Background: an optimization exercise with open tools, aiming at small area. Do not read the settings as production practice.
The RTL was checked by simulation tests, not by an equivalence proof against the original design.
Power and IR drop assume default switching activity.

File: design/flow/flow/run.sh
#!/bin/bash
# Layout flow: the standard flow (standard.sh) with three changes:
# - synthesis: ABC maps the logic with an area-recovering script
#   (flow/abc_area.script) and adders are left to ABC instead of fixed
#   full/half-adder cells; registers, flattening and renaming are the standard
#   synthesis's (synth_recipe.tcl);
# - port buffers use the smallest buffer cell;
# - the clock tree uses clkbuf_8 buffers over clusters of up to 16 sinks.
set -euo pipefail
WORK=$(pwd)

# synthesis script: synth_recipe.tcl with ABC's -script argument swapped
{
  cat <<'TCL'
proc abc {args} {
  set i [lsearch -exact $args -script]
  if {$i >= 0} { lset args [expr {$i + 1}] $::env(FLOW_ABC_SCRIPT) }
  puts "abc (area script): $args"
  yosys abc {*}$args
}
TCL
  cat "$WORK/synth_recipe.tcl"
} > "$WORK/area_synth.tcl"
export FLOW_ABC_SCRIPT="$WORK/flow/abc_area.script"

# standard.sh with the synthesis script and the adder map replaced
sed -e "s#SYNTH_SCRIPT=[^ ]*synth_recipe.tcl#SYNTH_SCRIPT=$WORK/area_synth.tcl ADDER_MAP_FILE=#" \
    "$WORK/standard.sh" > "$WORK/area_standard.sh"
grep -q "area_synth.tcl ADDER_MAP_FILE=" "$WORK/area_standard.sh"

# port buffers: the smallest buffer cell (every port still gets its own buffer)
export BUFFER_PORTS_ARGS="-buffer_cell sky130_fd_sc_hd__buf_1"
# clock tree: larger sink clusters under clkbuf_8 buffers, no dummy balancing loads
export CTS_ARGS="-sink_clustering_enable -repair_clock_nets -buf_list sky130_fd_sc_hd__clkbuf_8 -sink_clustering_size 16 -sink_clustering_max_diameter 70 -dont_use_dummy_load"

bash "$WORK/area_standard.sh" synth > "$WORK/synth.log" 2>&1
bash "$WORK/area_standard.sh" > "$WORK/layout.log" 2>&1
File: design/flow/flow/abc_area.script
strash
&get -n
&st
&deepsyn -T 240
&dch -f
&nf -a -p -F 10 -A 6 -C 32
&st
&dch -f
&nf -a -p -F 10 -A 6 -C 32
&put
File: design/flow/standard.sh
#!/bin/bash
# synth_recipe.tcl (not shown) runs the flow's synth.tcl, then flattens the netlist and writes it again
# the make line also repeats each setting of config.mk as NAME=value (left out here)
make -C /OpenROAD-flow-scripts/flow DESIGN_CONFIG=/design/flow/config.mk WORK_HOME=/design/flow/orfs CLKGATE_MAP_FILE= SYNTH_SCRIPT=/design/flow/synth_recipe.tcl "${@:-finish}"
File: design/flow/config.mk
export PLATFORM = sky130hd
export DESIGN_NAME = rfal_tsm
export DESIGN_NICKNAME = rfal_tsm
export VERILOG_FILES = /design/flow/design.v
export SDC_FILE = /design/flow/constraint.sdc
export NUM_CORES = 4
export LEC_CHECK = 0
export CAP_MARGIN = 20
export CORE_MARGIN = 2
export CORE_UTILIZATION = 55
export SLEW_MARGIN = 20
File: design/flow/constraint.sdc
create_clock -name core_clock -period 12.0 [get_ports {clk}]
set_input_delay 2.4000 -clock core_clock [delete_from_list [all_inputs] [get_ports {clk}]]
set_output_delay 2.4000 -clock core_clock [all_outputs]
set_load 0.01 [all_outputs]
File: design/flow/design.v
module rfal_tsm (
    input  wire        clk,
    input  wire        rst_n,
    input  wire        host_req,
    input  wire        host_we,
    input  wire [7:0]  host_addr,
    input  wire [31:0] host_wdata,
    output reg         host_ack,
    output reg  [31:0] host_rdata,
    output reg         fe_req,
    output reg  [3:0]  fe_op,
    output reg  [3:0]  fe_sel,
    output reg  [31:0] fe_arg,
    input  wire        fe_ack,
    input  wire [31:0] fe_rdata,
    output reg         mem_req,
    output reg         mem_we,
    output reg  [11:0] mem_addr,
    output reg  [7:0]  mem_wdata,
    input  wire        mem_ack,
    input  wire [7:0]  mem_rdata,
    output reg         pre_txrx,
    output reg         post_txrx
);
    localparam [3:0] FE_GET_IRQ   = 4'd0,  FE_IRQ_EN   = 4'd1,  FE_IRQ_DIS   = 4'd2,
                     FE_FIFO_WR   = 4'd3,  FE_FIFO_RD  = 4'd4,  FE_FIFO_STAT = 4'd5,
                     FE_CMD       = 4'd6,  FE_TMR_START= 4'd7,  FE_TMR_CHECK = 4'd8,
                     FE_TMR_STOP  = 4'd9,  FE_CONFIG   = 4'd10, FE_ANALOG    = 4'd11,
                     FE_SW_ARM    = 4'd12, FE_SW_EXP   = 4'd13, FE_DET_BR    = 4'd14,
                     FE_MEASURE   = 4'd15;
    localparam [31:0] C_SET_DEFAULT = 32'd0, C_CLEAR_FIFO = 32'd1, C_TX_WITH_CRC = 32'd2,
                      C_TX_NO_CRC   = 32'd3, C_UNMASK_RX  = 32'd4, C_FIELD_ON_CA = 32'd5,
                      C_RESET_CA    = 32'd6;
    localparam [3:0]  I_MODE = 4'd0, I_BITRATE = 4'd1, I_FLAGS = 4'd3, I_TX_LENGTH_BITS = 4'd4,
                      I_NRT_EMV_MODE = 4'd5, I_TXRX_ENABLE = 4'd6, I_LISTEN_AP2P = 4'd9,
                      I_WAKEUP_AMP = 4'd10, I_WAKEUP_PHA = 4'd11;
    localparam [3:0]  T_NRT = 4'd0, T_MRT = 4'd1, T_GPT = 4'd2;
    localparam [3:0]  SW_GT = 4'd0, SW_RXE = 4'd1, SW_APFWT = 4'd2;
    localparam integer F_WL = 0, F_RXE = 1, F_RXS = 2, F_TXE = 3, F_COL = 4, F_NRE = 5,
                       F_CRC = 6, F_PAR = 7, F_ERR2 = 8, F_ERR1 = 9, F_EON = 10, F_EOF = 11,
                       F_CAC = 12, F_CAT = 13, F_NFCT = 14, F_WAM = 15, F_WPH = 16, F_WCAP = 17;
    localparam [31:0] TXRX_IRQS = 32'h0000_0FFF;
    localparam [31:0] LM_IRQS   = 32'h0000_4EC2;
    localparam [31:0] ALL_IRQS  = 32'h0003_FFFF;
    localparam [31:0] CA_IRQS   = 32'h0000_3000;
    localparam [31:0] WU_IRQS   = 32'h0003_8000;
    localparam [3:0] S_NONE = 4'd0, S_NOMEM = 4'd1, S_BUSY = 4'd2, S_IO = 4'd3,
                     S_TIMEOUT = 4'd4, S_FRAMING = 4'd5, S_CRC = 4'd6, S_PARITY = 4'd7,
                     S_COLL = 4'd8, S_LINKLOSS = 4'd9, S_INCOMPLETE = 4'd10,
                     S_PARAM = 4'd11, S_NOTIMPL = 4'd12, S_NOTSUP = 4'd13,
                     S_WRONGSTATE = 4'd14;
    function [7:0] code_val;
        input [3:0] c;
        begin
            code_val = 8'd0;
            code_val[0] = (c == S_NOMEM) ||
                          (c == S_IO) ||
                          (c == S_FRAMING) ||
                          (c == S_CRC) ||
                          (c == S_PARITY) ||
                          (c == S_COLL) ||
                          (c == S_LINKLOSS) ||
                          (c == S_PARAM) ||
                          (c == S_NOTIMPL) ||
                          (c == S_WRONGSTATE);
            code_val[1] = (c == S_BUSY) ||
                          (c == S_IO) ||
                          (c == S_PARITY) ||
                          (c == S_PARAM) ||
                          (c == S_NOTIMPL);
            code_val[2] = (c == S_TIMEOUT) ||
                          (c == S_CRC) ||
                          (c == S_COLL) ||
                          (c == S_LINKLOSS) ||
                          (c == S_PARAM) ||
                          (c == S_NOTIMPL);
            code_val[3] = (c == S_FRAMING) ||
                          (c == S_PARITY) ||
                          (c == S_COLL) ||
                          (c == S_INCOMPLETE) ||
                          (c == S_NOTIMPL) ||
                          (c == S_NOTSUP);
            code_val[4] = (c == S_CRC) ||
                          (c == S_PARITY) ||
                          (c == S_COLL) ||
                          (c == S_NOTSUP);
            code_val[5] = (c == S_LINKLOSS) ||
                          (c == S_INCOMPLETE) ||
                          (c == S_WRONGSTATE);
        end
    endfunction
    localparam [2:0] TOP_NOTINIT = 3'd0, TOP_INIT = 3'd1, TOP_MODESET = 3'd2,
                     TOP_TXRX = 3'd3, TOP_LISTEN = 3'd4, TOP_WAKEUP = 3'd5;
    localparam [5:0] ST_IDLE = 6'h00,
                     TX_IDLE = 6'h10, TX_WAIT_GT = 6'h11, TX_WAIT_FDT = 6'h12,
                     TX_TRANSMIT = 6'h13, TX_WAIT_WL = 6'h14, TX_RELOAD_FIFO = 6'h15,
                     TX_WAIT_TXE = 6'h16, TX_DONE = 6'h17, TX_FAIL = 6'h18,
                     RX_IDLE = 6'h20, RX_WAIT_EON = 6'h21, RX_WAIT_RXS = 6'h22,
                     RX_WAIT_RXE = 6'h23, RX_READ_FIFO = 6'h24, RX_ERR_CHECK = 6'h25,
                     RX_READ_DATA = 6'h26, RX_WAIT_EOF = 6'h27, RX_DONE = 6'h28,
                     RX_FAIL = 6'h29;
    localparam [1:0] LM_NOT_INIT = 2'd0, LM_POWER_OFF = 2'd1, LM_IDLE = 2'd2;
    localparam [1:0] WU_NOT_INIT = 2'd0, WU_ENABLED = 2'd1, WU_WOKE = 2'd2;
    localparam [3:0] M_POLL_A = 4'd1, M_POLL_B = 4'd2, M_POLL_F = 4'd3,
                     M_POLL_AP2P = 4'd5, M_LISTEN_AP2P = 4'd9;
    localparam [6:0]
        P_IDLE  = 7'd0, P_ACK   = 7'd1, P_RST   = 7'd2, P_DEC   = 7'd3,
        P_CLN0  = 7'd4, P_CLN1  = 7'd5, P_CLN2  = 7'd6, P_CLNR  = 7'd7,
        P_INI0  = 7'd8, P_INI1  = 7'd9, P_INI2  = 7'd10, P_INI3  = 7'd11,
        P_INI4  = 7'd12, P_INI5  = 7'd13, P_INI6  = 7'd14, P_MOD0  = 7'd15,
        P_MOD1  = 7'd16, P_BR0   = 7'd17, P_BR1   = 7'd18, P_BR2   = 7'd19,
        P_EH    = 7'd20, P_FON0  = 7'd21, P_FON1  = 7'd22, P_FON2  = 7'd23,
        P_FON3  = 7'd24, P_FON4  = 7'd25, P_FON5  = 7'd26, P_FON6  = 7'd27,
        P_FOFF2 = 7'd28, P_ST0   = 7'd29, P_ST1   = 7'd30, P_ST2   = 7'd31,
        P_ST3   = 7'd32, P_ST4   = 7'd33, P_LS0   = 7'd34, P_LS1   = 7'd35,
        P_LS2   = 7'd36, P_LT0   = 7'd37, P_LT1   = 7'd38, P_LT2   = 7'd39,
        P_WS1   = 7'd40, P_WS3   = 7'd41, P_WS5   = 7'd42, P_WS6   = 7'd43,
        P_WS7   = 7'd44, P_WS8   = 7'd45, P_WS9   = 7'd46, P_WT0   = 7'd47,
        P_WT1   = 7'd48, P_WT2   = 7'd49, P_WT3   = 7'd50, P_WK    = 7'd51,
        P_TXGT  = 7'd52, P_TXFDT = 7'd53, P_TXPRE = 7'd54, P_TXT0  = 7'd55,
        P_TXT1  = 7'd56, P_TXT2  = 7'd57, P_TXWL  = 7'd58, P_TXE   = 7'd59,
        P_RXPRE = 7'd60, P_RXI0  = 7'd61, P_RXI1  = 7'd62, P_RXI2  = 7'd63,
        P_RXI3  = 7'd64, P_EON   = 7'd65, P_EON2  = 7'd66, P_RXS   = 7'd67,
        P_RXS2  = 7'd68, P_RXE   = 7'd69, P_RXE2  = 7'd70, P_RFF   = 7'd71,
        P_ADD   = 7'd72, P_EC1   = 7'd73, P_EC2   = 7'd74, P_EC3   = 7'd75,
        P_EC5   = 7'd76, P_EC6   = 7'd77, P_RD2   = 7'd78, P_RD2B  = 7'd79,
        P_RD3   = 7'd80, P_EOF   = 7'd81, P_LPO   = 7'd82, P_LI    = 7'd83,
        P_LI2   = 7'd84, P_LI3   = 7'd85, P_LF0   = 7'd86, P_LF1   = 7'd87,
        P_LF2   = 7'd88, P_LF3   = 7'd89, P_LF3B  = 7'd90, P_LF3C  = 7'd91,
        P_LF4   = 7'd92, P_WU    = 7'd93, P_CP    = 7'd94, P_CPMR  = 7'd95,
        P_CPFW  = 7'd96, P_CPFR  = 7'd97, P_CPMW  = 7'd98, P_CPE   = 7'd99;
    reg [6:0]  ph;
    reg [31:0] arg0, arg1, arg2, arg3, arg4, arg5;
    reg [3:0]  result;
    reg [15:0] ret0;
    reg [2:0]  top_state;
    reg [5:0]  txrx_state;
    reg [1:0]  lm_state;
    reg [1:0]  wu_state;
    reg [3:0]  status;
    reg        field_on;
    reg        eof_seen;
    reg        tx_en;           
    reg [11:0] tx_buf;
    reg [14:0] tx_len;          
    reg        rx_en;           
    reg [11:0] rx_buf;
    reg [14:0] rx_len;          
    reg [4:0]  flags;
    reg [15:0] rx_rcvd_len;
    reg [11:0] idx;             
    reg [7:0]  cnt;             
    reg [2:0]  cib;             
    reg [4:0]  ir;              
    reg [19:0] t_gt;
    reg [19:0] t_fdt_listen;
    reg [19:0] t_fdt_poll;
    reg [23:0] nrt_value;
    reg        nrt_disabled;
    reg [3:0]  mode;
    reg [1:0]  tx_br;
    reg [1:0]  rx_br;
    reg        policy;
    reg        sw_gt_armed;
    reg        sw_rxe_armed;
    reg        sw_apfwt_armed;
    reg [7:0]  lm_rx_len;       
    reg [7:0]  lm_bit_rate;
    reg        lm_data_flag;
    reg        wu_amp_en, wu_pha_en;
    reg [7:0]  dbyte;           
    wire [7:0]  opc       = host_wdata[7:0];
    wire        is_active = (mode == M_POLL_AP2P) || (mode == M_LISTEN_AP2P);
    wire        is_listen = (mode == M_LISTEN_AP2P);
    wire [31:0] wu_mask   = {15'd0, wu_pha_en, wu_amp_en, 15'd0};
    wire        in_tx     = (txrx_state[5:4] == 2'b01);
    wire        in_lm     = (top_state == TOP_LISTEN);
    wire [3:0]  status_rd = (txrx_state != ST_IDLE) ? S_BUSY : status;
    function in_bounds;
        input [31:0] a;
        input [15:0] len_bits;
        reg [16:0] e;
        begin
            e = {1'b0, a[12:0], 3'b000} + {1'b0, len_bits};
            in_bounds = (a != 32'd0) && (a[31:13] == 19'd0) && (e <= 17'h08000);
        end
    endfunction
    function legal_br;
        input [7:0] b;
        begin
            legal_br = (b[7:2] == 6'd0) || (b == 8'hFF);
        end
    endfunction
    wire        a0_big  = (arg0 > 32'd1000000);
    wire [19:0] a0_time = a0_big ? 20'd1000000 : arg0[19:0];
    wire [6:0]  fwt_adj = (mode == M_POLL_A) ? 7'd64 :
                          (mode == M_POLL_B) ? 7'd32 :
                          (mode == M_POLL_F && (rx_br == 2'd1 || rx_br == 2'd2)) ? 7'd16 : 7'd0;
    wire [24:0] nrt_sum = {1'b0, arg5[23:0]} + {18'd0, fwt_adj};
    wire        nrt_sat = (arg5[31:24] != 8'd0) || nrt_sum[24];
    wire [12:0] rl      = rx_rcvd_len[15:3];
    wire        add_wk  = (ph == P_WK);
    wire [12:0] add_out = (add_wk ? {1'b0, idx} : rl) + (add_wk ? {5'd0, cnt} : 13'h1FFF);
    wire [12:0] rl_m1   = add_out;
    wire [12:0] rd_sum  = add_out;
    wire        rl_gt_cap = (rl != 13'd0) && !({rl_m1, 3'b000} < {1'b0, rx_len});
    wire [2:0] fs_ib  = fe_rdata[10:8];
    wire       fs_mp  = fe_rdata[11];
    wire [7:0] fs_num = fe_rdata[7:0];
    wire nfca_short = !policy && (mode == M_POLL_A) && (ir[2] || ir[1]) && (fs_ib != 3'd0) &&
                      (fs_num == 8'd1) && (idx == 12'd0);
    reg  [3:0] classify;
    always @(*) begin
        if (ir[4])                       classify = S_FRAMING;      
        else if (nfca_short)             classify = S_INCOMPLETE;
        else if (ir[3] && policy)        classify = S_FRAMING;      
        else if (ir[2])                  classify = S_PARITY;
        else if (ir[1])                  classify = S_CRC;
        else if (ir[0])                  classify = S_COLL;
        else if (fs_ib != 3'd0)          classify = S_INCOMPLETE;
        else if (fs_mp)                  classify = S_FRAMING;
        else                             classify = S_NONE;
    end
    wire [2:0] bt_fs_lo = {1'b0, idx[1:0]} + {1'b0, fs_num[1:0]};
    wire emd_discard = policy && (classify != S_NONE) && (idx[11:2] == 10'd0) &&
                       (fs_num[7:2] == 6'd0) && !bt_fs_lo[2];
    wire        in_rx    = txrx_state[5];
    wire        len_more = ({idx, 3'b000} < (in_rx ? rx_len : tx_len));
    wire        tx_more  = len_more;
    wire        cp_more  = (cnt != 8'd0) && len_more &&
                           ((txrx_state != RX_READ_DATA) || ({1'b0, idx} < rl));
    wire [11:0] cp_base  = in_rx ? rx_buf : tx_buf;
    always @(*) begin
        host_ack  = (ph == P_ACK);
        pre_txrx  = (ph == P_TXPRE) || (ph == P_RXPRE);
        post_txrx = (ph == P_CLN2);
        mem_req   = (ph == P_CPMR) || (ph == P_CPMW);
        mem_we    = (ph == P_CPMW);
        mem_addr  = cp_base + idx;
        mem_wdata = dbyte;
        fe_req = (ph == P_CLN0) |
                 (ph == P_CLN1) |
                 (ph == P_INI1) |
                 (ph == P_INI2) |
                 (ph == P_INI3) |
                 (ph == P_INI4) |
                 (ph == P_INI5) |
                 (ph == P_INI6) |
                 (ph == P_MOD0) |
                 (ph == P_MOD1) |
                 (ph == P_BR0) |
                 (ph == P_BR1) |
                 (ph == P_BR2) |
                 (ph == P_EH) |
                 (ph == P_FON0) |
                 (ph == P_FON1) |
                 (ph == P_FON2) |
                 (ph == P_FON3) |
                 (ph == P_FON4) |
                 (ph == P_FON5) |
                 ((ph == P_FON6) && ((t_gt != 20'd0))) |
                 (ph == P_FOFF2) |
                 (ph == P_ST0) |
                 (ph == P_ST1) |
                 (ph == P_ST2) |
                 (ph == P_ST3) |
                 (ph == P_ST4) |
                 (ph == P_LS0) |
                 (ph == P_LS1) |
                 (ph == P_LS2) |
                 (ph == P_LT0) |
                 (ph == P_LT1) |
                 ((ph == P_WS1) && (arg0[0] && arg0[1])) |
                 ((ph == P_WS3) && (arg1[0] && arg1[1])) |
                 (ph == P_WS5) |
                 (ph == P_WS6) |
                 (ph == P_WS7) |
                 (ph == P_WS8) |
                 (ph == P_WS9) |
                 (ph == P_WT0) |
                 (ph == P_WT1) |
                 (ph == P_WT2) |
                 (ph == P_TXGT) |
                 (ph == P_TXFDT) |
                 (ph == P_TXT0) |
                 (ph == P_TXT1) |
                 (ph == P_TXT2) |
                 (ph == P_TXWL) |
                 (ph == P_TXE) |
                 (ph == P_RXI0) |
                 (ph == P_RXI1) |
                 ((ph == P_RXI2) && (!is_active && (t_fdt_poll != 20'd0))) |
                 ((ph == P_RXI3) && (is_active && !nrt_disabled)) |
                 (ph == P_EON) |
                 (ph == P_EON2) |
                 (ph == P_RXS) |
                 (ph == P_RXS2) |
                 (ph == P_RXE) |
                 (ph == P_RXE2) |
                 (ph == P_RFF) |
                 (ph == P_EC1) |
                 (ph == P_EC2) |
                 (ph == P_EC5) |
                 (ph == P_EC6) |
                 (ph == P_EOF) |
                 (ph == P_LPO) |
                 (ph == P_LI) |
                 (ph == P_LI2) |
                 (ph == P_LF0) |
                 (ph == P_LF1) |
                 (ph == P_LF2) |
                 (ph == P_LF3) |
                 (ph == P_LF4) |
                 (ph == P_WU) |
                 (ph == P_CPFW) |
                 (ph == P_CPFR);
        fe_op = ({4{(ph == P_CLN0)}} & (FE_CONFIG)) |
                 ({4{(ph == P_CLN1)}} & (FE_IRQ_DIS)) |
                 ({4{(ph == P_INI1)}} & (FE_CMD)) |
                 ({4{(ph == P_INI2)}} & (FE_IRQ_DIS)) |
                 ({4{(ph == P_INI4)}} & (FE_TMR_STOP)) |
                 ({4{(ph == P_INI5)}} & (FE_TMR_STOP)) |
                 ({4{(ph == P_INI6)}} & (FE_TMR_STOP)) |
                 ({4{(ph == P_MOD0)}} & (FE_CONFIG)) |
                 ({4{(ph == P_MOD1)}} & (FE_ANALOG)) |
                 ({4{(ph == P_BR0)}} & (FE_CONFIG)) |
                 ({4{(ph == P_BR1)}} & (FE_ANALOG)) |
                 ({4{(ph == P_BR2)}} & (FE_ANALOG)) |
                 ({4{(ph == P_EH)}} & (FE_CONFIG)) |
                 ({4{(ph == P_FON1)}} & (FE_IRQ_EN)) |
                 ({4{(ph == P_FON2)}} & (FE_CMD)) |
                 ({4{(ph == P_FON4)}} & (FE_IRQ_DIS)) |
                 ({4{(ph == P_FON5)}} & (FE_CONFIG)) |
                 ({4{(ph == P_FON6)}} & (FE_SW_ARM)) |
                 ({4{(ph == P_FOFF2)}} & (FE_CONFIG)) |
                 ({4{(ph == P_ST1)}} & (FE_IRQ_EN)) |
                 ({4{(ph == P_ST2)}} & (FE_CONFIG)) |
                 ({4{(ph == P_ST3)}} & (nrt_disabled ? FE_TMR_STOP : FE_TMR_START)) |
                 ({4{(ph == P_ST4)}} & ((t_fdt_listen != 20'd0) ? FE_TMR_START : FE_TMR_STOP)) |
                 ({4{(ph == P_LS1)}} & (FE_IRQ_EN)) |
                 ({4{(ph == P_LS2)}} & (FE_CONFIG)) |
                 ({4{(ph == P_LT0)}} & (FE_CONFIG)) |
                 ({4{(ph == P_LT1)}} & (FE_IRQ_DIS)) |
                 ({4{(ph == P_WS1)}} & (FE_MEASURE)) |
                 ({4{(ph == P_WS3)}} & (FE_MEASURE)) |
                 ({4{(ph == P_WS5)}} & (FE_CONFIG)) |
                 ({4{(ph == P_WS6)}} & (FE_CONFIG)) |
                 ({4{(ph == P_WS7)}} & (FE_CONFIG)) |
                 ({4{(ph == P_WS9)}} & (FE_IRQ_EN)) |
                 ({4{(ph == P_WT0)}} & (FE_CONFIG)) |
                 ({4{(ph == P_WT1)}} & (FE_CONFIG)) |
                 ({4{(ph == P_WT2)}} & (FE_IRQ_DIS)) |
                 ({4{(ph == P_TXGT)}} & (FE_SW_EXP)) |
                 ({4{(ph == P_TXFDT)}} & (FE_TMR_CHECK)) |
                 ({4{(ph == P_TXT0)}} & (FE_CMD)) |
                 ({4{(ph == P_TXT1)}} & (FE_CONFIG)) |
                 ({4{(ph == P_TXT2)}} & (FE_CMD)) |
                 ({4{(ph == P_RXI0)}} & (FE_CMD)) |
                 ({4{(ph == P_RXI1)}} & (FE_CMD)) |
                 ({4{(ph == P_RXI2)}} & (FE_TMR_START)) |
                 ({4{(ph == P_RXI3)}} & (FE_SW_ARM)) |
                 ({4{(ph == P_EON2)}} & (FE_SW_EXP)) |
                 ({4{(ph == P_RXS2)}} & (FE_SW_ARM)) |
                 ({4{(ph == P_RXE2)}} & (FE_SW_EXP)) |
                 ({4{(ph == P_RFF)}} & (FE_FIFO_STAT)) |
                 ({4{(ph == P_EC2)}} & (FE_FIFO_STAT)) |
                 ({4{(ph == P_EC5)}} & (FE_CMD)) |
                 ({4{(ph == P_EC6)}} & (FE_CMD)) |
                 ({4{(ph == P_LI2)}} & (FE_DET_BR)) |
                 ({4{(ph == P_LF0)}} & (FE_CMD)) |
                 ({4{(ph == P_LF1)}} & (FE_CMD)) |
                 ({4{(ph == P_LF2)}} & (FE_CMD)) |
                 ({4{(ph == P_LF3)}} & (FE_FIFO_STAT)) |
                 ({4{(ph == P_LF4)}} & (FE_CMD)) |
                 ({4{(ph == P_CPFW)}} & (FE_FIFO_WR)) |
                 ({4{(ph == P_CPFR)}} & (FE_FIFO_RD));
        fe_sel = ({4{(ph == P_CLN0)}} & (I_FLAGS)) |
                 ({4{(ph == P_INI4)}} & (T_NRT)) |
                 ({4{(ph == P_INI5)}} & (T_MRT)) |
                 ({4{(ph == P_INI6)}} & (T_GPT)) |
                 ({4{(ph == P_MOD0)}} & (I_MODE)) |
                 ({4{(ph == P_BR0)}} & (I_BITRATE)) |
                 ({4{(ph == P_EH)}} & (I_NRT_EMV_MODE)) |
                 ({4{(ph == P_FON5)}} & (I_TXRX_ENABLE)) |
                 ({4{(ph == P_FON6)}} & (SW_GT)) |
                 ({4{(ph == P_FOFF2)}} & (I_TXRX_ENABLE)) |
                 ({4{(ph == P_ST2)}} & (I_FLAGS)) |
                 ({4{(ph == P_ST3)}} & (T_NRT)) |
                 ({4{(ph == P_ST4)}} & (T_MRT)) |
                 ({4{(ph == P_LS2)}} & (I_LISTEN_AP2P)) |
                 ({4{(ph == P_LT0)}} & (I_LISTEN_AP2P)) |
                 ({4{(ph == P_WS3)}} & (4'd1)) |
                 ({4{(ph == P_WS5)}} & (I_TXRX_ENABLE)) |
                 ({4{(ph == P_WS6)}} & (I_WAKEUP_AMP)) |
                 ({4{(ph == P_WS7)}} & (I_WAKEUP_PHA)) |
                 ({4{(ph == P_WT0)}} & (I_WAKEUP_AMP)) |
                 ({4{(ph == P_WT1)}} & (I_WAKEUP_PHA)) |
                 ({4{(ph == P_TXGT)}} & (SW_GT)) |
                 ({4{(ph == P_TXFDT)}} & (T_GPT)) |
                 ({4{(ph == P_TXT1)}} & (I_TX_LENGTH_BITS)) |
                 ({4{(ph == P_RXI2)}} & (T_GPT)) |
                 ({4{(ph == P_RXI3)}} & (SW_APFWT)) |
                 ({4{(ph == P_EON2)}} & (SW_APFWT)) |
                 ({4{(ph == P_RXS2)}} & (SW_RXE)) |
                 ({4{(ph == P_RXE2)}} & (SW_RXE));
        fe_arg = ({32{(ph == P_CLN1)}} & (TXRX_IRQS)) |
                 ({32{(ph == P_INI1)}} & (C_SET_DEFAULT)) |
                 ({32{(ph == P_INI2)}} & (ALL_IRQS)) |
                 ({32{(ph == P_INI3)}} & (ALL_IRQS)) |
                 ({32{(ph == P_MOD0)}} & ({28'd0, mode})) |
                 ({32{(ph == P_MOD1)}} & ({16'h00FE, mode, 3'd0, is_listen})) |
                 ({32{(ph == P_BR0)}} & ({22'd0, new_rx[1:0], 6'd0, new_tx[1:0]})) |
                 ({32{(ph == P_BR1)}} & ({14'd0, 2'd1, 6'd0, tx_br, mode, 3'd0, is_listen})) |
                 ({32{(ph == P_BR2)}} & ({14'd0, 2'd2, 6'd0, rx_br, mode, 3'd0, is_listen})) |
                 ({32{(ph == P_EH)}} & ({31'd0, arg0[0]})) |
                 ({32{(ph == P_FON0)}} & (CA_IRQS)) |
                 ({32{(ph == P_FON1)}} & (CA_IRQS)) |
                 ({32{(ph == P_FON2)}} & (C_FIELD_ON_CA)) |
                 ({32{(ph == P_FON3)}} & (CA_IRQS)) |
                 ({32{(ph == P_FON4)}} & (CA_IRQS)) |
                 ({32{(ph == P_FON5)}} & (32'd1)) |
                 ({32{(ph == P_FON6)}} & ({12'd0, t_gt})) |
                 ({32{(ph == P_ST0)}} & (TXRX_IRQS)) |
                 ({32{(ph == P_ST1)}} & (TXRX_IRQS)) |
                 ({32{(ph == P_ST2)}} & ({27'd0, flags})) |
                 ({32{(ph == P_ST3)}} & (nrt_disabled ? 32'd0 : {8'd0, nrt_value})) |
                 ({32{(ph == P_ST4)}} & ({12'd0, t_fdt_listen})) |
                 ({32{(ph == P_LS0)}} & (LM_IRQS)) |
                 ({32{(ph == P_LS1)}} & (LM_IRQS)) |
                 ({32{(ph == P_LS2)}} & (32'd1)) |
                 ({32{(ph == P_LT1)}} & (LM_IRQS)) |
                 ({32{(ph == P_WS6)}} & ({8'd0, (arg0[0] && arg0[1]) ? dbyte : arg0[23:16], arg0[15:8], 5'd0, arg0[2:0]})) |
                 ({32{(ph == P_WS7)}} & ({8'd0, (arg1[0] && arg1[1]) ? cnt : arg1[23:16], arg1[15:8], 5'd0, arg1[2:0]})) |
                 ({32{(ph == P_WS8)}} & (wu_mask)) |
                 ({32{(ph == P_WS9)}} & (wu_mask)) |
                 ({32{(ph == P_WT2)}} & (WU_IRQS)) |
                 ({32{(ph == P_TXT0)}} & (C_CLEAR_FIFO)) |
                 ({32{(ph == P_TXT1)}} & ({17'd0, tx_len})) |
                 ({32{(ph == P_TXT2)}} & (flags[0] ? C_TX_NO_CRC : C_TX_WITH_CRC)) |
                 ({32{(ph == P_TXWL)}} & (32'h9)) |
                 ({32{(ph == P_TXE)}} & (32'h9)) |
                 ({32{(ph == P_RXI0)}} & (C_CLEAR_FIFO)) |
                 ({32{(ph == P_RXI1)}} & (C_UNMASK_RX)) |
                 ({32{(ph == P_RXI2)}} & ({12'd0, t_fdt_poll})) |
                 ({32{(ph == P_RXI3)}} & ({8'd0, nrt_value})) |
                 ({32{(ph == P_EON)}} & (32'h0000_0420)) |
                 ({32{(ph == P_RXS)}} & ({20'd0, is_active, 5'd0, 6'h24})) |
                 ({32{(ph == P_RXS2)}} & (32'd10)) |
                 ({32{(ph == P_RXE)}} & ({20'd0, is_active, 9'd0, 2'h3})) |
                 ({32{(ph == P_EC1)}} & (32'h0000_03D0)) |
                 ({32{(ph == P_EC5)}} & (C_CLEAR_FIFO)) |
                 ({32{(ph == P_EC6)}} & (C_UNMASK_RX)) |
                 ({32{(ph == P_EOF)}} & (32'h0000_0800)) |
                 ({32{(ph == P_LPO)}} & (32'h0000_0400)) |
                 ({32{(ph == P_LI)}} & (LM_IRQS & ~32'h400)) |
                 ({32{(ph == P_LF0)}} & (C_CLEAR_FIFO)) |
                 ({32{(ph == P_LF1)}} & (C_RESET_CA)) |
                 ({32{(ph == P_LF2)}} & (C_UNMASK_RX)) |
                 ({32{(ph == P_LF4)}} & (C_CLEAR_FIFO)) |
                 ({32{(ph == P_WU)}} & (wu_mask)) |
                 ({32{(ph == P_CPFW)}} & ({24'd0, dbyte}));
    end
    wire [7:0] br_tx_in = opc[0] ? arg0[7:0]  : arg0[15:8];
    wire [7:0] br_rx_in = opc[0] ? arg0[15:8] : arg0[23:16];
    wire [7:0] new_tx   = (br_tx_in != 8'hFF) ? br_tx_in : {6'd0, tx_br};
    wire [7:0] new_rx   = (br_rx_in != 8'hFF) ? br_rx_in : {6'd0, rx_br};
    wire       rd_ok = (host_addr[1:0] == 2'b00) && (host_addr[7:6] == 2'b00);
    wire [3:0] ra    = host_addr[5:2];
    always @(*) begin
        host_rdata = ({32{rd_ok && ra == 4'h1}} & {24'd0, code_val(result)}) |
                     ({32{rd_ok && ra == 4'h2}} & arg0) |
                     ({32{rd_ok && ra == 4'h3}} & arg1) |
                     ({32{rd_ok && ra == 4'h4}} & arg2) |
                     ({32{rd_ok && ra == 4'h5}} & arg3) |
                     ({32{rd_ok && ra == 4'h6}} & arg4) |
                     ({32{rd_ok && ra == 4'h7}} & arg5) |
                     ({32{rd_ok && ra == 4'h8}} & {24'd0, code_val(status_rd)}) |
                     ({32{rd_ok && ra == 4'h9}} & {10'd0, lm_data_flag, field_on, 2'd0, wu_state,
                                                   2'd0, lm_state, 1'b0, top_state, 2'd0,
                                                   txrx_state}) |
                     ({32{rd_ok && ra == 4'hA}} & {16'd0, rx_rcvd_len}) |
                     ({32{rd_ok && ra == 4'hB}} & {21'd0, lm_rx_len, 3'b000}) |
                     ({32{rd_ok && ra == 4'hC}} & {24'd0, lm_bit_rate}) |
                     ({32{rd_ok && ra == 4'hD}} & {16'd0, ret0});
    end
    wire txv      = (arg0 != 32'd0) && (arg1[15:0] != 16'd0);
    wire st_param = (arg1[31:16] != 16'd0) || (arg3[31:16] != 16'd0) || (arg4[31:5] != 27'd0);
    wire st_bad   = (!txv && (arg2 == 32'd0)) ||
                    ((arg0 != 32'd0) && !in_bounds(arg0, arg1[15:0])) ||
                    ((arg2 != 32'd0) && !in_bounds(arg2, arg3[15:0]));
    wire txrx_busy = (txrx_state != ST_IDLE);
    reg [3:0] dec_code;
    reg       dec_done;
    always @(*) begin
        dec_code = S_NONE;
        dec_done = 1'b0;
        if (host_wdata[31:8] != 24'd0) dec_code = S_PARAM;
        else case (opc)
            8'h01, 8'h09, 8'h0B, 8'h11, 8'h13: ;
            8'h02: begin
                if (arg0[31:24] != 8'd0 || arg0[7:0] > 8'd9 ||
                    !legal_br(arg0[15:8]) || !legal_br(arg0[23:16]))  dec_code = S_PARAM;
                else if (top_state == TOP_NOTINIT)                    dec_code = S_WRONGSTATE;
                else if (arg0[3:0] == 4'd0)                           dec_code = S_PARAM;
                else if ((arg0[3:0] >= 4'd6 && arg0[3:0] <= 4'd8) || arg0[3:0] == 4'd4)
                                                                      dec_code = S_NOTSUP;
                else if (txrx_busy)                                   dec_code = S_WRONGSTATE;
            end
            8'h03: begin
                if (arg0[31:16] != 16'd0 || !legal_br(arg0[7:0]) || !legal_br(arg0[15:8]))
                                                                      dec_code = S_PARAM;
                else if (top_state < TOP_MODESET || txrx_busy)        dec_code = S_WRONGSTATE;
            end
            8'h04, 8'h05, 8'h06: dec_done = 1'b1;
            8'h07: if (arg0[31:1] != 31'd0)                           dec_code = S_PARAM;
            8'h08: if (top_state < TOP_MODESET)                       dec_code = S_WRONGSTATE;
            8'h0A: begin
                if (st_param)                                         dec_code = S_PARAM;
                else if (top_state < TOP_MODESET || txrx_busy)        dec_code = S_WRONGSTATE;
                else if (st_bad)                                      dec_code = S_PARAM;
                else if (!txv && !is_listen && !field_on)             dec_code = S_WRONGSTATE;
            end
            8'h0C: begin
                dec_code = status_rd;
                dec_done = 1'b1;
            end
            8'h0D, 8'h0E:                                             dec_code = S_NOTIMPL;
            8'h10: begin
                if (arg0[31:4] != 28'd0 || arg3[31:16] != 16'd0)      dec_code = S_PARAM;
                else if (top_state == TOP_NOTINIT || txrx_busy || top_state == TOP_WAKEUP)
                                                                      dec_code = S_WRONGSTATE;
                else if (arg0[3:0] == 4'd0)                           dec_code = S_PARAM;
                else if (arg0[2:0] != 3'd0)                           dec_code = S_NOTSUP;
                else if (!in_bounds(arg2, arg3[15:0]))                dec_code = S_PARAM;
            end
            8'h12: begin
                if (arg0[7:3] != 5'd0 || arg0[31:24] != 8'd0 ||
                    arg1[7:3] != 5'd0 || arg1[31:24] != 8'd0 ||
                    arg2[7:3] != 5'd0 || arg2[31:24] != 8'd0)         dec_code = S_PARAM;
                else if (top_state == TOP_NOTINIT || txrx_busy || top_state == TOP_LISTEN)
                                                                      dec_code = S_WRONGSTATE;
                else if (arg2[0] && (arg0[0] || arg1[0]))             dec_code = S_PARAM;
                else if (arg2[0])                                     dec_code = S_NOTIMPL;
                else if (!arg0[0] && !arg1[0])                        dec_code = S_PARAM;
            end
            default:                                                  dec_code = S_PARAM;
        endcase
        if (dec_code != S_NONE) dec_done = 1'b1;
    end
    wire [15:0] rd_bits = (cib != 3'd0 && rl != 13'd0) ? {rl_m1, cib} : {rl, 3'b000};
    task finish;
        begin
            ph <= P_ACK;
        end
    endtask
    task rx_fail;
        input [3:0] code;
        begin
            status      <= code;
            rx_rcvd_len <= {1'b0, idx, 3'b000};
            txrx_state  <= RX_FAIL;
            ph          <= P_WK;
        end
    endtask
    wire step = fe_ack || mem_ack || !(fe_req || mem_req);
    always @(posedge clk) begin
        if (!rst_n) begin
            ph <= P_RST;
        end else begin
            case (ph)
            P_IDLE: begin
                if (host_req) begin
                    if (!host_we) ph <= P_ACK;
                    else if (host_addr == 8'h00) ph <= P_DEC;
                    else begin
                        ph <= P_ACK;
                        if (host_addr[1:0] == 2'b00) case (host_addr[7:2])
                            6'h02: arg0 <= host_wdata;
                            6'h03: arg1 <= host_wdata;
                            6'h04: arg2 <= host_wdata;
                            6'h05: arg3 <= host_wdata;
                            6'h06: arg4 <= host_wdata;
                            6'h07: arg5 <= host_wdata;
                            default: ;
                        endcase
                    end
                end
            end
            P_ACK: ph <= P_IDLE;
            P_RST, P_INI0: begin
                top_state      <= (ph == P_RST) ? TOP_NOTINIT : TOP_INIT;
                txrx_state     <= ST_IDLE;
                lm_state       <= LM_NOT_INIT;
                wu_state       <= WU_NOT_INIT;
                status         <= S_NONE;
                field_on       <= 1'b0;
                t_gt           <= 20'd0;
                t_fdt_listen   <= 20'd0;
                t_fdt_poll     <= 20'd0;
                mode           <= 4'd0;
                tx_br          <= 2'd0;
                rx_br          <= 2'd0;
                policy         <= 1'b0;
                sw_gt_armed    <= 1'b0;
                sw_rxe_armed   <= 1'b0;
                sw_apfwt_armed <= 1'b0;
                lm_data_flag   <= 1'b0;
                lm_rx_len      <= 8'd0;
                lm_bit_rate    <= 8'hFF;
                rx_rcvd_len    <= 16'd0;
                ret0           <= 16'd0;
                result         <= S_NONE;
                ph             <= (ph == P_RST) ? P_IDLE : P_INI1;
            end
            P_CLN2: begin
                sw_rxe_armed   <= 1'b0;
                sw_apfwt_armed <= 1'b0;
                ph             <= P_CLNR;
            end
            P_CLNR: begin
                if (!opc[3]) ph <= P_INI0;
                else begin
                    if (!opc[1]) status <= S_IO;
                    else if (txrx_state == TX_DONE || txrx_state == RX_DONE) status <= S_NONE;
                    txrx_state <= ST_IDLE;
                    ph         <= opc[1] ? P_ACK : P_FOFF2;
                end
            end
            P_DEC: begin
                result <= dec_code;
                if (host_wdata[31:8] == 24'd0) case (opc)
                    8'h04: t_fdt_poll   <= a0_time;
                    8'h05: t_fdt_listen <= a0_time;
                    8'h06: t_gt         <= a0_time;
                    8'h0C: ret0         <= rx_rcvd_len;
                    default: ;
                endcase
                if (dec_done) ph <= P_ACK;
                else case (opc)
                    8'h01: ph <= txrx_busy ? P_CLN0 : P_INI0;
                    8'h02: begin
                        mode <= arg0[3:0];
                        ph   <= P_MOD0;
                    end
                    8'h03: ph <= P_BR0;
                    8'h07: begin
                        policy <= arg0[0];
                        ph     <= P_EH;
                    end
                    8'h08: ph <= field_on ? P_FON6 : P_FON0;
                    8'h09: ph <= txrx_busy ? P_CLN0 : P_FOFF2;
                    8'h0A: begin
                        tx_en        <= txv;
                        tx_buf       <= arg0[11:0];
                        tx_len       <= arg1[14:0];
                        rx_en        <= (arg2 != 32'd0);
                        rx_buf       <= arg2[11:0];
                        rx_len       <= arg3[14:0];
                        flags        <= arg4[4:0];
                        status       <= S_BUSY;
                        top_state    <= TOP_TXRX;
                        rx_rcvd_len  <= 16'd0;
                        sw_rxe_armed   <= 1'b0;
                        sw_apfwt_armed <= 1'b0;
                        nrt_disabled <= (arg5 == 32'hFFFF_FFFF);
                        nrt_value    <= nrt_sat ? 24'hFF_FFFF : nrt_sum[23:0];
                        ph           <= P_ST0;
                    end
                    8'h0B: ph <= P_WK;
                    8'h10: begin
                        tx_buf       <= arg2[11:0];
                        tx_len       <= arg3[14:0];
                        lm_rx_len    <= 8'd0;
                        lm_bit_rate  <= 8'hFF;
                        lm_data_flag <= 1'b0;
                        ph           <= P_LS0;
                    end
                    8'h11: ph <= (top_state == TOP_LISTEN) ? P_LT0 : P_LT2;
                    8'h12: begin
                        wu_amp_en <= arg0[0];
                        wu_pha_en <= arg1[0];
                        ph        <= P_WS1;
                    end
                    default: ph <= (top_state == TOP_WAKEUP) ? P_WT0 : P_WT3;    
                endcase
            end
            P_INI6, P_BR2, P_EH, P_ST4, P_LS2, P_WS9, P_EC6, P_LF2, P_LF4, P_LPO, P_WU,
            P_FON6, P_FOFF2, P_RXI3, P_TXT2: if (step) begin
                case (ph)
                    P_ST4:   txrx_state <= tx_en ? TX_IDLE : RX_IDLE;
                    P_LS2: begin
                        lm_state  <= LM_POWER_OFF;
                        top_state <= TOP_LISTEN;
                    end
                    P_WS9: begin
                        wu_state  <= WU_ENABLED;
                        top_state <= TOP_WAKEUP;
                    end
                    P_LF4:   lm_data_flag <= 1'b1;
                    P_LPO:   if (fe_rdata[F_EON]) lm_state <= LM_IDLE;
                    P_WU:    if ((fe_rdata[16:15] & {wu_pha_en, wu_amp_en}) != 2'b00)
                                 wu_state <= WU_WOKE;
                    P_FON6:  if (fe_req) sw_gt_armed <= 1'b1;
                    P_FOFF2: begin
                        field_on    <= 1'b0;
                        sw_gt_armed <= 1'b0;
                    end
                    P_RXI3: begin
                        if (fe_req) sw_apfwt_armed <= 1'b1;
                        txrx_state <= is_active ? RX_WAIT_EON : RX_WAIT_RXS;
                    end
                    P_TXT2:  txrx_state <= tx_more ? TX_WAIT_WL : TX_WAIT_TXE;
                    default: ;
                endcase
                finish;
            end
            P_MOD1: if (fe_ack) begin
                top_state <= TOP_MODESET;
                ph        <= P_BR0;
            end
            P_BR0: if (fe_ack) begin
                tx_br <= new_tx[1:0];
                rx_br <= new_rx[1:0];
                ph    <= P_BR1;
            end
            P_FON3: if (fe_ack && (fe_rdata[13:12] != 2'b00)) begin
                ir[0] <= fe_rdata[F_CAC];
                ph    <= P_FON4;
            end
            P_FON4: if (fe_ack) begin
                if (ir[0]) begin
                    result <= S_COLL;
                    finish;
                end else begin
                    field_on <= 1'b1;
                    ph       <= P_FON5;
                end
            end
            P_LT0: if (fe_ack) begin
                top_state <= TOP_INIT;
                ph        <= P_LT1;
            end
            P_LT2: begin
                lm_state     <= LM_NOT_INIT;
                lm_data_flag <= 1'b0;
                lm_rx_len    <= 8'd0;
                lm_bit_rate  <= 8'hFF;
                finish;
            end
            P_WS1: if (step) begin
                dbyte <= fe_rdata[7:0];
                ph    <= P_WS3;
            end
            P_WS3: if (step) begin
                cnt <= fe_rdata[7:0];
                ph  <= P_WS5;
            end
            P_WS5: if (fe_ack) begin
                field_on <= 1'b0;
                ph       <= P_WS6;
            end
            P_WT1: if (fe_ack) begin
                top_state <= TOP_INIT;
                ph        <= P_WT2;
            end
            P_WT3: begin
                wu_state <= WU_NOT_INIT;
                finish;
            end
            P_WK: begin
                case (top_state)
                    TOP_TXRX: begin
                        case (txrx_state)
                            TX_IDLE: txrx_state <= TX_WAIT_GT;
                            TX_WAIT_GT: begin
                                if (sw_gt_armed) ph <= P_TXGT;
                                else txrx_state <= TX_WAIT_FDT;
                            end
                            TX_WAIT_FDT: begin
                                if (!is_active && t_fdt_poll != 20'd0) ph <= P_TXFDT;
                                else txrx_state <= TX_TRANSMIT;
                            end
                            TX_TRANSMIT: ph <= P_TXPRE;
                            TX_WAIT_WL:  ph <= P_TXWL;
                            TX_RELOAD_FIFO: begin
                                cnt <= 8'd16;
                                ph  <= P_CP;
                            end
                            TX_WAIT_TXE: ph <= P_TXE;
                            TX_DONE: begin
                                if (!rx_en) ph <= P_CLN0;
                                else begin
                                    txrx_state <= RX_IDLE;
                                    finish;
                                end
                            end
                            TX_FAIL, RX_DONE, RX_FAIL: ph <= P_CLN0;
                            RX_IDLE: begin
                                idx      <= 12'd0;
                                eof_seen <= 1'b0;
                                ph       <= tx_en ? P_RXI2 : P_RXPRE;
                            end
                            RX_WAIT_EON:  ph <= P_EON;
                            RX_WAIT_RXS:  ph <= P_RXS;
                            RX_WAIT_RXE:  ph <= P_RXE;
                            RX_READ_FIFO: ph <= P_RFF;
                            RX_ERR_CHECK: ph <= P_EC1;
                            RX_READ_DATA: begin
                                rx_rcvd_len <= {rd_sum, 3'b000};
                                ph          <= P_RD2;
                            end
                            RX_WAIT_EOF: begin
                                if (eof_seen) txrx_state <= RX_DONE;
                                else ph <= P_EOF;
                            end
                            default: finish;
                        endcase
                    end
                    TOP_LISTEN: begin
                        if (lm_state == LM_POWER_OFF) ph <= P_LPO;
                        else if (lm_state == LM_IDLE && !lm_data_flag) ph <= P_LI;
                        else finish;
                    end
                    TOP_WAKEUP: begin
                        if (wu_state == WU_ENABLED) ph <= P_WU;
                        else finish;
                    end
                    default: finish;
                endcase
            end
            P_TXGT: if (fe_ack) begin
                if (!fe_rdata[0]) finish;
                else begin
                    sw_gt_armed <= 1'b0;
                    txrx_state  <= TX_WAIT_FDT;
                    ph          <= P_WK;
                end
            end
            P_TXFDT: if (fe_ack) begin
                if (fe_rdata[1:0] == 2'd2) finish;
                else begin
                    txrx_state <= TX_TRANSMIT;
                    ph         <= P_WK;
                end
            end
            P_TXT1: if (fe_ack) begin
                idx <= 12'd0;
                cnt <= 8'd32;
                ph  <= P_CP;
            end
            P_TXWL: if (fe_ack) begin
                if (fe_rdata[3] == 1'b0 && fe_rdata[0] == 1'b0) finish;
                else begin
                    if (fe_rdata[F_WL] && !fe_rdata[F_TXE]) txrx_state <= TX_RELOAD_FIFO;
                    else begin
                        status     <= S_IO;
                        txrx_state <= TX_FAIL;
                    end
                    ph <= P_WK;
                end
            end
            P_TXE: if (fe_ack) begin
                if (fe_rdata[F_TXE]) begin
                    txrx_state <= TX_DONE;
                    ph         <= P_WK;
                end else finish;
            end
            P_EON: if (fe_ack) begin
                if (fe_rdata[F_EON]) begin
                    txrx_state <= RX_WAIT_RXS;
                    finish;
                end else if (fe_rdata[F_NRE]) rx_fail(S_TIMEOUT);
                else if (sw_apfwt_armed) ph <= P_EON2;
                else finish;
            end
            P_EON2: if (fe_ack) begin
                if (fe_rdata[0]) rx_fail(S_TIMEOUT);
                else finish;
            end
            P_RXS: if (fe_ack) begin
                if (!fe_rdata[F_RXS] && !fe_rdata[F_NRE] && !(is_active && fe_rdata[F_EOF]))
                    finish;
                else if (fe_rdata[F_RXS]) begin
                    eof_seen     <= is_active && fe_rdata[F_EOF];
                    sw_rxe_armed <= 1'b1;
                    txrx_state   <= RX_WAIT_RXE;
                    ph           <= P_RXS2;
                end else if (is_active && fe_rdata[F_EOF]) rx_fail(S_LINKLOSS);
                else rx_fail(S_TIMEOUT);
            end
            P_RXS2: if (fe_ack) ph <= P_WK;
            P_RXE: if (fe_ack) begin
                if (is_active && fe_rdata[F_EOF]) eof_seen <= 1'b1;
                if (fe_rdata[F_RXE]) begin
                    sw_rxe_armed <= 1'b0;
                    txrx_state   <= RX_ERR_CHECK;
                    ph           <= P_WK;
                end else if (eof_seen || (is_active && fe_rdata[F_EOF])) rx_fail(S_LINKLOSS);
                else if (fe_rdata[F_WL]) begin
                    txrx_state <= RX_READ_FIFO;
                    ph         <= P_WK;
                end else if (sw_rxe_armed) ph <= P_RXE2;
                else finish;
            end
            P_RXE2: if (fe_ack) begin
                if (fe_rdata[0]) rx_fail(S_FRAMING);
                else finish;
            end
            P_RFF: if (fe_ack) begin
                cnt <= fe_rdata[7:0];
                ph  <= P_CP;
            end
            P_EC1: if (fe_ack) begin
                ir <= {fe_rdata[F_ERR1], fe_rdata[F_ERR2], fe_rdata[F_PAR], fe_rdata[F_CRC],
                       fe_rdata[F_COL]};
                ph <= P_EC2;
            end
            P_EC2: if (fe_ack) begin
                cnt <= fe_rdata[7:0];
                cib <= fe_rdata[10:8];
                if (nfca_short) begin
                    ph <= P_CP;
                end else if (emd_discard) ph <= P_EC5;
                else begin
                    if (classify != S_NONE) status <= classify;
                    txrx_state <= RX_READ_DATA;
                    ph         <= P_WK;
                end
            end
            P_EC5: if (fe_ack) begin
                idx          <= 12'd0;
                sw_rxe_armed <= 1'b0;
                txrx_state   <= RX_WAIT_RXS;
                ph           <= P_EC6;
            end
            P_RD2: begin
                if (!flags[1] && rl > 13'd2) begin
                    rx_rcvd_len[15:3] <= rl_m1;
                    ph <= P_RD2B;
                end else ph <= P_CP;
            end
            P_RD2B: begin
                rx_rcvd_len[15:3] <= rl_m1;
                ph <= P_CP;
            end
            P_EOF: if (fe_ack) begin
                if (fe_rdata[F_EOF]) begin
                    txrx_state <= RX_DONE;
                    ph         <= P_WK;
                end else finish;
            end
            P_LI: if (fe_ack) begin
                ir[0] <= fe_rdata[F_RXE];
                ir[1] <= fe_rdata[F_PAR] || fe_rdata[F_CRC] || fe_rdata[F_ERR1];
                ir[2] <= fe_rdata[F_EOF];
                ph    <= fe_rdata[F_NFCT] ? P_LI2 : P_LI3;
            end
            P_LI2: if (fe_ack) begin
                lm_bit_rate <= fe_rdata[7:0];
                ph          <= P_LI3;
            end
            P_LI3: begin
                if (ir[0]) ph <= ir[1] ? P_LF0 : P_LF3;
                else begin
                    if (ir[2]) lm_state <= LM_POWER_OFF;
                    finish;
                end
            end
            P_LF3: if (fe_ack) begin
                cnt <= fe_rdata[7:0];
                idx <= 12'd0;
                ph  <= P_LF3B;
            end
            P_LF3B: begin
                if (cnt > 8'd2) begin
                    cnt <= cnt - 8'd1;
                    ph  <= P_LF3C;
                end else ph <= P_CP;
            end
            P_LF3C: begin
                cnt <= cnt - 8'd1;
                ph  <= P_CP;
            end
            P_CP: begin
                if (!cp_more) ph <= P_CPE;
                else if (in_tx) ph <= P_CPMR;
                else ph <= P_CPFR;
            end
            P_CPMR: if (mem_ack) begin
                dbyte <= mem_rdata;
                ph    <= P_CPFW;
            end
            P_CPFR: if (fe_ack) begin
                dbyte <= fe_rdata[7:0];
                ph    <= P_CPMW;
            end
            P_CPFW, P_CPMW: if (fe_ack || mem_ack) begin
                idx <= idx + 12'd1;
                cnt <= cnt - 8'd1;
                ph  <= P_CP;
            end
            P_CPE: begin
                if (in_lm) begin
                    lm_rx_len <= idx[7:0];
                    ph        <= P_LF4;
                end else case (txrx_state)
                    TX_TRANSMIT: ph <= P_TXT2;
                    TX_RELOAD_FIFO: begin
                        txrx_state <= tx_more ? TX_WAIT_WL : TX_WAIT_TXE;
                        finish;
                    end
                    RX_READ_FIFO: begin
                        if (cnt != 8'd0) begin      
                            status      <= S_NOMEM;
                            rx_rcvd_len <= {1'b0, idx, 3'b000};
                            txrx_state  <= RX_FAIL;
                            ph          <= P_WK;
                        end else begin
                            txrx_state <= RX_WAIT_RXE;
                            finish;
                        end
                    end
                    RX_ERR_CHECK: begin           
                        rx_rcvd_len <= {13'd0, cib};
                        status      <= S_INCOMPLETE;
                        txrx_state  <= RX_FAIL;
                        ph          <= P_WK;
                    end
                    default: begin                
                        rx_rcvd_len <= rd_bits;
                        if (rl_gt_cap && status == S_BUSY) status <= S_NOMEM;
                        txrx_state <= (status != S_BUSY || rl_gt_cap) ? RX_FAIL :
                                      (is_active ? RX_WAIT_EOF : RX_DONE);
                        ph         <= P_WK;
                    end
                endcase
            end
            default: if (step) ph <= ph + 7'd1;
            endcase
        end
    end
endmodule
==> impl_metrics.py <==
metrics = {
    "clocking": {
        "cts_buffers": 39,
        "cts_hold_buf": 0,
        "cts.clk_slew.worst_paths_ns": 0.10,
        "clkLatencyLatePin_ns": 0.69,
        "clock_sinks": 467,
        "cts_resized": 0,
        "tritoncts": "yes",
        "cts-root-buf": "clkbuf_8",
        "postCtsSetupBuffers": 0,
        "cts_buffer_depth": 3,
        "htreeDepth": 2,
    },
    "routing": {
        "drt-pass1-iter-count": 11,
        "ant_nets": 0,
        "routed_via_density": 7.97,
        "first_iter_violations": 5806,
        "wl_per_cell_um": 37.8,
        "routed_wl_um": 122000,
        "route.detailed.drc": 0,
        "vias": 25600,
    },
    "synth": {
        "ys_seq_area_frac": 0.555,
        "syn_avg_cell_area_sq_um": 10.8,
        "ys_async_sr_fraction": 0,
        "ys.flop_type": "edfxtp_1",
        "synth_area_sq_um": 25100,
        "synth_most_common_cell": "edfxtp_1",
        "synth_cell_types": 68,
        "synth.largest_area_cell": "edfxtp_1",
        "synth_edf_count": 460,
        "ys_top_cells_by_count": "460 x edfxtp_1, 263 x nand2_1, 249 x nor2_1",
        "ys_ff_latch": 467,
        "syn_inst": 2329,
        "synth_warnings": 1,
        "synth_top_area_share": 0.550,
        "synthTopCellsByArea": "edfxtp_1 55%, a222oi_1 4.0%, nand2_1 3.9%",
    },
    "layout": {
        "finalInstanceArea_sq_um": 27800,
        "fin_nets": 2695,
        "final_cells": 3214,
        "areaGrowthSynthToFinish_pct": 10.5,
        "drive_gt1_frac": 0.0568,
    },
    "floorplan": {
        "core_area_sq_um": 45300,
        "rows": 78,
        "ios": 184,
        "dieArea_sq_um": 47400,
        "start_util": 0.555,
        "die_x_um": 218,
        "die_h_um": 218,
    },
    "placed_design": {
        "placed_cell_area_sq_um": 27200,
        "routabilityCongestion": 1.09,
        "dp.cells": 3166,
        "place_ws_ns": 4.29,
        "place_hpwl_um": 90000,
        "numPortBuffers": 160,
    },
    "critical_path": {
        "cp-end-kind": "output port",
        "worst_setup_path_start_kind": "flop",
        "slowest_stage": "mux2i_1",
        "crit_path_max_incr_delay_ns": 0.45,
        "cp.required_ns": 9.60,
        "crit_top_cell": "maj3_1",
        "critical_path_arrival_ns": 5.44,
        "path_max_fanout": 32,
        "crit_chain": "buf_4, mux2i_1, o21ai_0, o21ai_0, nor2_1, or3_1, a21oi_1, a21oi_1, maj3_1, maj3_1, a21boi_0, maj3_1, maj3_1, o21bai_1, maj3_1, xnor2_1, buf_1",
        "criticalPathCategory": "reg -> out",
    },
    "sta": {
        "fin_crit_ns": 7.84,
        "slew_viol_final": 0,
        "tightestPinTransition_ns": 1.25,
        "tns_ns": 0,
        "finClkSkew_ns": 0.110,
        "final-setup-viol-count": 0,
        "rsz0062_at_grt": "no",
        "layout_worst_path_cycle_share": 0.653,
        "hold_violations": 0,
        "maxSlewHeadroom": 0.164,
        "worst_slack_ns": 4.16,
        "fmax_ghz": 0.128,
    },
    "status": {
        "status": "timing/DRC/antenna clean",
    },
    "power": {
        "p_leak_nw": 8.68,
        "power_density_nw_per_um2": 170,
        "power.total_mw": 4.73,
        "peakVddDrop_v": 0.000134,
    },
    "global_route": {
        "grt_usage": 0.504,
        "grt_first_pass_wirelength_um": 170000,
        "grt_pass1_vias": 23600,
        "overflow": 0,
        "grt_max_degree": 41,
        "grt_antenna_before_repair": 10,
    },
    "hold_path": {
        "hold_path.class": "reg -> reg",
    },
    "flow_run": {
        "maxCapViolations": 0,
    },
}
[power by group]
| part | leakage, nW | total, mW | internal (mW) | switching [mW] |
|---|---|---|---|---|
| Clock | 0.280 | 0.822 | 0.291 | 0.531 |
| Sequential | 4.19 | 2.21 | 2.01 | 0.203 |
| Combinational | 4.22 | 1.70 | 0.461 | 1.24 |
[worst paths after layout]
check | from | to | slack, ns | depth (start not counted)
worst max-delay path | txrx_state[5]$_DFFE_PP_ | mem_addr[11] | 4.16 | 17
worst min-delay path | arg4[1]$_DFFE_PP_ | flags[1]$_DFFE_PP_ | 0.48 | 0
worst max register to register | ph[4]$_SDFFE_PN0P_ | ph[5]$_SDFFE_PN0P_ | 5.16 | 16
worst min register to register | arg4[1]$_DFFE_PP_ | flags[1]$_DFFE_PP_ | 0.48 | 0
[layout by cell type, fill, tap and decap left out, types with 24 or more instances in the layout]
cell      synthesis  routed
xnor2_1          42      42
or3_1            32      32
and2_0           32      32
nor2_1          249     242
nor3_1           93      81
nand2_1         263     263
nor4_1           85      84
a21oi_1         102     101
buf_1             0     160
edfxtp_1        460     460
a222oi_1        100     100
clkbuf_8          0      39
nand4_1          67      67
a22oi_1          46      46
a221oi_1         25      25
nand2b_1         34      34
buf_4             8      77
nor2b_1          48      47
clkinv_1         37      37
o21ai_0         128     127
a31oi_1          27      27
mux2_1           36      36
nand3_1          81      80
o22ai_1          24      24
[cell families (layout without fill, tap and decap cells)]
group / Yosys count / in the layout / share of synthesized area
AO/OA/AOI/OAI: 622 / 622 / 0.178
XOR/XNOR: 63 / 63 / 0.0220
adder cells (fa/ha/maj): 15 / 15 / 0.00597
buffers and inverters: 45 / 316 / 0.00792
flip-flops: 467 / 467 / 0.555
multiplexers: 56 / 56 / 0.0241
other: 1 / 15 / 0.000149
AND/OR/NAND/NOR: 1060 / 1060 / 0.207
[state kept, by name, summed over array words and instances, names as in the netlist, 24 cells and up]
signal / cells
arg4: 32
arg0: 32
arg1: 32
arg2: 32
arg5: 32
arg3: 32
nrt_value: 24
[final cells by class]
class,count,area [sq um]
diodes,7,17.5
flip-flops and latches,467,14000
well taps,600,751
clock buffers,39,537
fillers,3700,17500
multi-input cells,1824,11200
repair buffers,240,1210
inverters,37,139
[stage by stage]
step                hold slack (ns)  utilization
floorplan                     0.425            -
global route                  0.484        0.613
detailed placement            0.441        0.600
finish                        0.479        0.613
global placement              0.437        0.600
CTS                           0.472        0.612
[critical path, delay by kind of cell (launching register included)]
| family | cells | cell delay, ns |
|---|---|---|
| AO/OA/AOI/OAI | 6 | 1.02 |
| XOR/XNOR | 1 | 0.15 |
| adder cells (fa/ha/maj) | 5 | 1.72 |
| buffers and inverters | 2 | 0.59 |
| flip-flops | 1 | 0.33 |
| multiplexers | 1 | 0.45 |
| AND/OR/NAND/NOR | 2 | 0.50 |
[routing by layer]
metal | up-vias | wire, um | GRT usage
li1 | 10000 | - | -
met1 | 12000 | 39200 | 0.633
met2 | 2918 | 50100 | 0.727
met3 | 714 | 21200 | 0.189
met4 | 8 | 11000 | 0.342
met5 | - | 63 | 0

[afterwards: timing with drivers on the ports]
Ports are ideal in the flow. The routed layout listed here was re-timed in OpenROAD. Step 1 sets driving cells, clkbuf_16 on the clock port and buf_2 on the other inputs (assumed; they add their load-dependent delay and slew). Step 2 also shifts input and output timing later by t, the mid clock arrival at the registers, as if the neighbouring blocks saw the same clock. a / b / c = ideal / step 1 / step 2; a / b = the first two.
t, ns: 0.690
setup slack, ns: 4.163 / 4.103 / 4.183
slew at the worst register clock pin (ns): 0.11 / 0.11
worst slew at a driven data input, ns: 0.06
cell pins on the clock port's net: 1
After both steps this run still meets setup and hold. The setup slack of this run moves by -0.060 ns with the drivers and by +0.020 ns with both steps.
